Source: an optimization exercise on an open RTL-to-GDS flow (aim: small area). Production flows keep margins and buffers that such runs may drop.
The RTL was checked by simulation tests, not by an equivalence proof against the original design.
The clock port is modelled as an ideal driver, which makes a skipped or thinned clock tree look cheaper than it is; a real chip needs a root buffer or a tree.
Power is estimated from default activity; no workload was simulated.

Design ev1527_decoder, start of the top module:
module ev1527_decoder (
    input  wire        clk,
    input  wire        rst,         
    input  wire        line_i,      
    input  wire        tick_i,      
    input  wire        rearm_i,     
    input  wire        disable_i,   
    input  wire        clrdet_i,    
    output wire [19:0] address_o,
    output wire [3:0]  key_o,
    output wire        detected_o,
    output wire        enabled_o
);
Size: ~260 cells after synthesis, ~33 I/O pins, roughly 0.0036 sq mm of cells after synthesis.
clock: 6.0 ns
lec_check: 0
cap_margin: 20
core_margin: 2
core_utilization: 40
gpl_timing_driven: 0
slew_margin: 20
standard.sh (not shown) runs the stock make flow with config.mk's settings and CLKGATE_MAP_FILE= SYNTH_SCRIPT=/design/flow/synth_recipe.tcl, a recipe that flattens the netlist after the stock synthesis.
==> flow/flow/run.sh <==
#!/bin/bash
# Own layout flow: the standard flow (standard.sh) with these changes.
#  - Synthesis is the standard flow's own script (synth_recipe.tcl), except that the ABC
#    mapping step uses an area-oriented script (flow/area.abc): the same
#    registers, cell types and names, only the logic between them is mapped
#    differently.
#  - Ports are buffered with buf_1 instead of the resizer's default pick.
#  - CTS is replaced by a two-level clock buffer tree (flow/cts_hook.tcl):
#    the registers are split into CLK_GROUPS equal groups by position, each
#    driven by a clkbuf_8 at its centre; one clkbuf_2 drives those.
# Each tool's log is in orfs/logs/; make's output is in flow_make.log.
set -euo pipefail
W=$(pwd)
cat > "$W/flow_synth.tcl" <<EOF
proc abc {args} {
  set i [lsearch -exact \$args -script]
  if {\$i >= 0} { lset args [expr {\$i + 1}] $W/flow/area.abc }
  yosys abc {*}\$args
}
source $W/synth_recipe.tcl
EOF
export BUFFER_PORTS_ARGS="-buffer_cell sky130_fd_sc_hd__buf_1"
export PRE_CTS_TCL="$W/flow/cts_hook.tcl"
export CLK_GROUPS=5
export CLK_LEAF_CELL=sky130_fd_sc_hd__clkbuf_8
export CLK_ROOT_CELL=sky130_fd_sc_hd__clkbuf_2
bash standard.sh SYNTH_SCRIPT="$W/flow_synth.tcl" finish > flow_make.log 2>&1
==> flow/flow/area.abc <==
&get -n
&st
&dch
&nf -R 1000 -E 50
&put
topo
Other scripts of this flow, unchanged in this note and not shown: flow/flow/cts_hook.tcl
Rerun with:
==> flow/flow/area.abc (replaced) <==
&get -n
&st
&dch
&nf -R 1000 -E 100 -F 8 -A 8
&put
topo
Synthesized cell count rose by 1.9%.
Fmax rose by 4.2%.
Total power fell by 0.47%.
Cell count is about the same.
Rerun with:
==> flow/flow/area.abc (replaced) <==
&get -n
&st
&dch
&nf -R 1000 -E 100
&put
topo
After rerunning: The new run completed without violations; power went up by 0.48%; design area came out higher by 1.3%; cell count hardly moves; setup slack loses 230 ps; synthesized cell count went down by 1.9%; clock skew hardly moves.
No run of this note takes its clock network from TritonCTS; it comes from the design's own scripts or RTL.


The RTL this note starts from:
==> flow/design.v <==
module ev1527_classifier (
    input  wire [14:0] lo_i,
    input  wire [13:0] hi_i,
    output wire        valid_o,      
    output wire        bit_o,        
    output wire        preamble_o    
);
    function automatic le15(input [14:0] a, input [14:0] b);
        integer i;
        reg r;
        begin
            r = 1'b1;
            for (i = 0; i < 15; i = i + 1)
                r = (~a[i] & b[i]) | (~a[i] & r) | (b[i] & r);
            le15 = r;
        end
    endfunction
    function automatic [14:0] add15(input [14:0] a, input [14:0] b);
        integer i;
        reg c;
        begin
            c = 1'b0;
            for (i = 0; i < 15; i = i + 1) begin
                add15[i] = a[i] ^ b[i] ^ c;
                c = (a[i] & b[i]) | (a[i] & c) | (b[i] & c);
            end
        end
    endfunction
    wire [14:0] hi = {1'b0, hi_i};
    wire lo_le_2hi = le15(lo_i, {hi_i, 1'b0});
    assign valid_o = le15(15'd450, hi) && le15(hi, 15'd8500) &&
                     le15(15'd1350, lo_i) && le15(lo_i, 15'd25500);
    assign bit_o   = lo_le_2hi;
    wire [14:0] hi_x125 = add15(hi, {3'b000, hi_i[13:2]});
    assign preamble_o = le15(15'd9600, hi) && le15(hi, 15'd16000) &&
                        le15(hi_x125, lo_i) && lo_le_2hi;
endmodule
module ev1527_decoder (
    input  wire        clk,
    input  wire        rst,         
    input  wire        line_i,      
    input  wire        tick_i,      
    input  wire        rearm_i,     
    input  wire        disable_i,   
    input  wire        clrdet_i,    
    output wire [19:0] address_o,
    output wire [3:0]  key_o,
    output wire        detected_o,
    output wire        enabled_o
);
    reg        line_q;
    reg        enabled;
    reg        exp_fall;
    reg [14:0] count;
    reg [13:0] hi;
    reg [4:0]  bit_index;
    wire       preamble_found = |bit_index;
    reg [22:0] acc;
    reg [19:0] address;
    reg [3:0]  key;
    reg        detected;
    wire edge_hit = exp_fall ? (~line_i & line_q) : (line_i & ~line_q);
    wire notify   = enabled & edge_hit & ~rearm_i & ~disable_i;
    wire n_fall   = notify & exp_fall;     
    wire n_rise   = notify & ~exp_fall;    
    wire        big  = ~preamble_found & exp_fall;
    wire [14:0] step = {10'd0, big, 1'b0, big, preamble_found & ~exp_fall,
                        ~big};
    reg  [14:0] count_sum;
    reg         carry;
    reg         count_c14;    
    integer i;
    always @(*) begin
        carry = 1'b0;
        count_c14 = 1'b0;
        for (i = 0; i < 15; i = i + 1) begin
            if (i == 14)
                count_c14 = carry;
            count_sum[i] = count[i] ^ step[i] ^ carry;
            carry        = (count[i] & step[i]) | (count[i] & carry) |
                           (step[i] & carry);
        end
    end
    wire count_sat = exp_fall ? count_c14 : carry;
    wire valid, bit_value, is_preamble;
    ev1527_classifier u_classifier (
        .lo_i      (count),
        .hi_i      (hi),
        .valid_o   (valid),
        .bit_o     (bit_value),
        .preamble_o(is_preamble)
    );
    wire take_bit = n_rise & preamble_found & valid;
    wire last_bit = (bit_index == 5'd14);
    wire complete = take_bit & last_bit;
    always @(posedge clk) begin
        line_q <= line_i;
        if (notify)
            count <= 15'd0;
        else if (enabled && tick_i && !count_sat)
            count <= count_sum;
        if (n_fall)
            hi[12:0] <= count[12:0];
        if (n_fall)
            hi[13] <= count[13];
        else if (notify || rearm_i)
            hi[13] <= 1'b0;
        if (rearm_i)
            exp_fall <= 1'b0;
        else if (notify)
            exp_fall <= ~exp_fall & (~preamble_found | valid);
        if (rearm_i)
            bit_index <= 5'd0;
        else if (n_rise) begin
            if (!preamble_found)
                bit_index <= {4'd0, is_preamble};
            else if (valid)
                bit_index <= {bit_index[3:0], bit_index[4] ^ bit_index[2]};
            else
                bit_index <= 5'd0;
        end
        if (take_bit)
            acc <= {acc[21:0], bit_value};
        if (complete) begin
            address <= acc[22:3];
            key     <= {acc[2:0], bit_value};
        end
        if (rst)
            enabled <= 1'b0;
        else if (disable_i)
            enabled <= 1'b0;
        else if (rearm_i)
            enabled <= 1'b1;
        else if (complete)
            enabled <= 1'b0;
        if (rst)
            detected <= 1'b0;
        else if (complete)
            detected <= 1'b1;
        else if (clrdet_i)
            detected <= 1'b0;
    end
    assign address_o  = address;
    assign key_o      = key;
    assign detected_o = detected;
    assign enabled_o  = enabled;
endmodule
Settings: LEC_CHECK=0, CAP_MARGIN=20, CORE_MARGIN=2, CORE_UTILIZATION=40, GPL_TIMING_DRIVEN=0, SLEW_MARGIN=20; clock period 6.0 ns.
==> flow/flow/area.abc <==
&get -n
&st
&dch
&nf -R 10 -E 100 -F 8 -A 8
&put
topo
Scripts as last shown in full above: flow/flow/run.sh
Other scripts of this flow, unchanged in this note and not shown: flow/flow/cts_hook.tcl
Change:
==> flow/flow/area.abc (replaced) <==
&get -n
&st
&dch
&nf -R 1000
&put
topo
Result:
- The changed run finished clean
- sequential share of layout area went down by 0.84 points
- routed wire length went up by about 1%
- sequential power went up by about 1%
- worst setup slack got worse by 0.049 ns
- design area went up by about 1.6%
- maximum frequency went down by about 0.8%
Change:
==> flow/flow/area.abc (replaced) <==
&get -n
&st
&dch
&nf -R 1000 -E 100 -F 8 -A 8
&put
topo
After rerunning:
- The changed run finished clean
- core utilization drops by 0.42 points
- first-iteration DRC count increases by 34%
- fmax goes up by 2.1%
- wire length climbs by 2.4%
- synthesized cell count goes up by 2.2%
- register-to-register slack gets better by 0.12 ns
- hold slack degrades by 0.0064 ns
- sequential share of layout area goes up by 0.74 points
Change:
==> flow/flow/area.abc (replaced) <==
&get -n
&st
&dch
&nf -R 100 -E 100 -F 8 -A 8
&put
topo
Sequential share of layout area does not change.
Synthesized area stays the same.
Core utilization is unchanged.
Design area does not change.
Wire length is unchanged.
Global-route usage is unchanged.
Change:
==> flow/flow/area.abc (replaced) <==
&get -n
&st
&dch
&nf -R 30 -E 100 -F 8 -A 8
&put
topo
Effect:
- The changed run passed the timing, design-rule and antenna checks
- flip-flop and latch count is unchanged
- first-iteration DRC count went down by a quarter to a third
- final area went up slightly
No run of this note takes its clock network from TritonCTS; it comes from the design's own scripts or RTL.

afterwards: timing with drivers on the ports:
No port has a modelled driver above. Below, the same layouts with a new extraction and two added sets of constraints.
Step 1 assumes that a clkbuf_16 drives the clock port and a buf_2 every other input.
Step 2 moves the port delays by t, midway between the first and last clock arrival at a register: inputs arrive t later, outputs are due t later. That takes back most of the time a late clock gives input paths.
Slacks: ideal ports / drivers / drivers and shift; pairs: ideal ports / drivers.
run	shift t [ns]	setup WS [ns]	pins driven straight from the clock port
the first run of note 1	0.518	0.231 / 0.230 / 0.230	1
the second run of note 1	0.530	0.463 / 0.463 / 0.463	1
the third run of note 1	0.518	0.231 / 0.230 / 0.230	1
the first run of note 2	0.489	0.208 / 0.208 / 0.208	1
the second run of note 2	0.499	0.159 / 0.159 / 0.159	1
the third run of note 2	0.499	0.279 / 0.279 / 0.279	1
the fourth run of note 2	0.499	0.279 / 0.279 / 0.279	1
the fifth run of note 2	0.513	0.170 / 0.170 / 0.170	1
After both steps setup and hold are still met in every run listed.
